Background: an optimization exercise with open tools, aiming at small area. Do not read the settings as production practice. In this exercise RTL edits were held to simulation tests only and were not proved equivalent to the original. Power is estimated from default activity; no workload was simulated.

== south ==
// rbfc
module rbfc (
    input  logic        clk,
    input  logic        rst,
    input  logic        rx_valid,
    input  logic [7:0]  rx_data,
    input  logic        cmd_valid,
    input  logic [31:0] cmd_data,
    output logic        cmd_ready,
    output logic        rsp_valid,
    output logic [31:0] rsp_data,
    output logic        out_valid,
    output logic [7:0]  out_data,
    output logic        out_last,
    output logic        msg_avail,
    output logic [3:0]  led
);
For scale: roughly 1200 flip-flops, about 93 I/O pins.
clock: 12.0 ns
lec_check: 0
cap_margin: 10
core_margin: 2
core_utilization: 70
gpl_timing_driven: 0
slew_margin: 10
synth_hierarchical: 1
standard.sh (not shown) runs the stock make flow with config.mk's settings and CLKGATE_MAP_FILE= SYNTH_SCRIPT=/design/flow/synth_recipe.tcl, a recipe that flattens the netlist after the stock synthesis.
==> flow/flow/run.sh <==
#!/bin/bash
set -euo pipefail
cd "$(dirname "$0")/.."
bash standard.sh \
  "CTS_ARGS=-sink_clustering_enable -repair_clock_nets -dont_use_dummy_load -buf_list sky130_fd_sc_hd__clkbuf_16 -sink_clustering_size 30 -sink_clustering_max_diameter 60" \
  "BUFFER_PORTS_ARGS=-buffer_cell sky130_fd_sc_hd__buf_1" \
  finish > standard.log 2>&1
--- input diff south..middle ---
--- a/flow/design.v
+++ b/flow/design.v
@@ -138,47 +138,49 @@
         for (int j = 0; j < 16; j++) psel[j] = (pi[3:0] == 4'(j));
     for (genvar s = 0; s < 4; s++) begin : g_ps
         for (genvar k = 0; k < 8; k++) begin : g_pk
             logic [15:0] col;
             for (genvar j = 0; j < 16; j++) begin : g_col
                 assign col[j] = pfx[16*s+j][k];
             end
             rbfc_aor #(16) u_pr (.d(col), .s(psel), .y(pb[s][k]));
         end
     end
     logic [3:0] pm_n, pdn_n, hit;
     logic       pin_lim;
-    assign pin_lim = (pi != lim);
+    assign pin_lim = (pi < lim);
     always_comb begin
         for (int s = 0; s < 4; s++) begin
             logic ended;
-            ended = pdn[s] | (pi == pfx_len[s]) | (pb[s] == 8'd0);
+            ended = pdn[s] | pi[4] | (pi >= pfx_len[s]) | (pb[s] == 8'd0);
             pdn_n[s] = ended;
             pm_n[s] = pm[s] & (ended | ((v == pb[s]) & pin_lim));
             hit[s]  = pfx_valid[s] & pm_n[s];
         end
     end
     logic [2:0] kind;
     always_comb begin
         if (pi == 5'd0)                 kind = 3'd6;
         else if (wait_init & hit[2])    kind = 3'd1;
         else if (hit[0])                kind = 3'd2;
         else if (hit[1])                kind = 3'd3;
         else if (hit[3])                kind = 3'd4;
         else                            kind = 3'd5;
     end
     logic drain_end;
     assign drain_end = ph_drain & ~vnz;
     logic late;
-    assign late = c_mode & (cmd_data[5:4] == 2'd2) & (partial >= n_exp);
+    logic [15:0] late_exp;
+    assign late_exp = cmd_data[0] ? cmd_data[31:16] : exp_len;
+    assign late = c_mode & (cmd_data[5:4] == 2'd2) & (partial >= late_exp);
     logic lastCR, bCR, bLF;
     assign lastCR = (last == CR);
     assign bCR    = (rx_data == CR);
     assign bLF    = (rx_data == LF);
     logic rx_cr, rx_b, rx_close;
     logic len_ge;
     logic [16:0] psum;
     logic [15:0] pnew_nl, pnew;
     assign psum    = {1'b0, partial} + 17'(rx_b) + 17'(rx_cr);
     assign pnew_nl = psum[16] ? 16'hFFFF : psum[15:0];
     assign pnew    = late ? 16'(rx_b) : pnew_nl;
     assign len_ge  = late ? (n_exp[15:1] == 15'd0) : (pnew_nl >= n_exp);
@@ -233,30 +235,26 @@
     always_comb begin
         for (int b = 0; b < 16; b++) bdec[b] = (head[5:2] == 4'(b));
         for (int j = 0; j < 4; j++) begin
             logic [1:0] k;
             logic       en;
             k  = 2'(j) - head[1:0];
             en = (k == 2'd0) ? f1 : (k == 2'd1) ? f2 : (k == 2'd2) ? f3 : 1'b0;
             lane_cur[j] = en & (2'(j) >= head[1:0]);
             lane_nxt[j] = en & (2'(j) <  head[1:0]);
         end
     end
     for (genvar i = 0; i < 64; i++) begin : g_we
-        if (i % 4 == 3) begin : g_l3    
-            assign we[i] = bdec[i / 4] & lane_cur[3];
-        end else begin : g_l
-            rbfc_o22ai u (.a0(~bdec[i / 4]), .a1(~lane_cur[i % 4]),
-                          .b0(~bdec[(i / 4 + 15) % 16]), .b1(~lane_nxt[i % 4]), .y(we[i]));
-        end
+        rbfc_o22ai u (.a0(~bdec[i / 4]), .a1(~lane_cur[i % 4]),
+                      .b0(~bdec[(i / 4 + 15) % 16]), .b1(~lane_nxt[i % 4]), .y(we[i]));
     end
     always_ff @(posedge clk) begin
         for (int i = 0; i < 64; i++)
             if (we[i]) ring[i] <= bus[i % 4];
     end
     logic [5:0] paddr;
     assign paddr = {cmd_data[5:4], cmd_data[11:8]};
     logic [63:0] pwe;
     for (genvar j = 0; j < 64; j++) begin : g_pwe
         rbfc_o21ai u (.a0(~(c_pdata & (paddr[5:4] == 2'(j / 16)))), .a1(~(paddr[3:0] == 4'(j % 16))),
                       .b(~rst), .y(pwe[j]));
     end
middle completed every stage of the flow, and the final layout passed the timing, DRC and antenna checks.
Summary of middle over south: clock transition at the registers of the reported paths higher, final estimated routing congestion in global placement decreased by 6.0% relative to the old numbers.
Run comparison: south startpoint of the worst setup timing path cmd_data[9]; middle startpoint of the worst setup timing path cmd_data[27]
middle against south: combinational share of power rose by 0.9 points, post-layout instance count excluding filler cells rose by 158, required time at the endpoint of the critical path stayed essentially flat, clock tree skew after final layout rose by 0.027 ns, number of instances resized during post-cts repair stayed essentially flat.
Cmp middle and south / routed wire length / higher: middle
Total net switching power (lower): south

-- port drivers added, routing unchanged --
No port has a modelled driver above. Below, the same layouts with a new extraction and two added sets of constraints. Step 1: set_driving_cell puts a clkbuf_16 on clk and a buf_2 on each other input, an assumption about the parent block. Step 2 moves the port delays by t, midway between the first and last clock arrival at a register: inputs arrive t later, outputs are due t later. That takes back most of the time a late clock gives input paths. Slacks: ideal / step 1 / step 2; pairs: ideal / step 1.
| run | t, ns | setup WS [ns] | worst data-port slew with drivers (ns) |
|---|---|---|---|
| south | 0.706 | 0.460 / 0.493 / -0.213 | 0.05 |
| middle | 0.707 | 0.317 / 0.364 / -0.343 | 0.10 |
Met with ideal ports but missed after step 2: setup timing in south and middle. The setup slack of south, which loses most, moves by +0.033 ns with the drivers and by -0.673 ns with both steps.
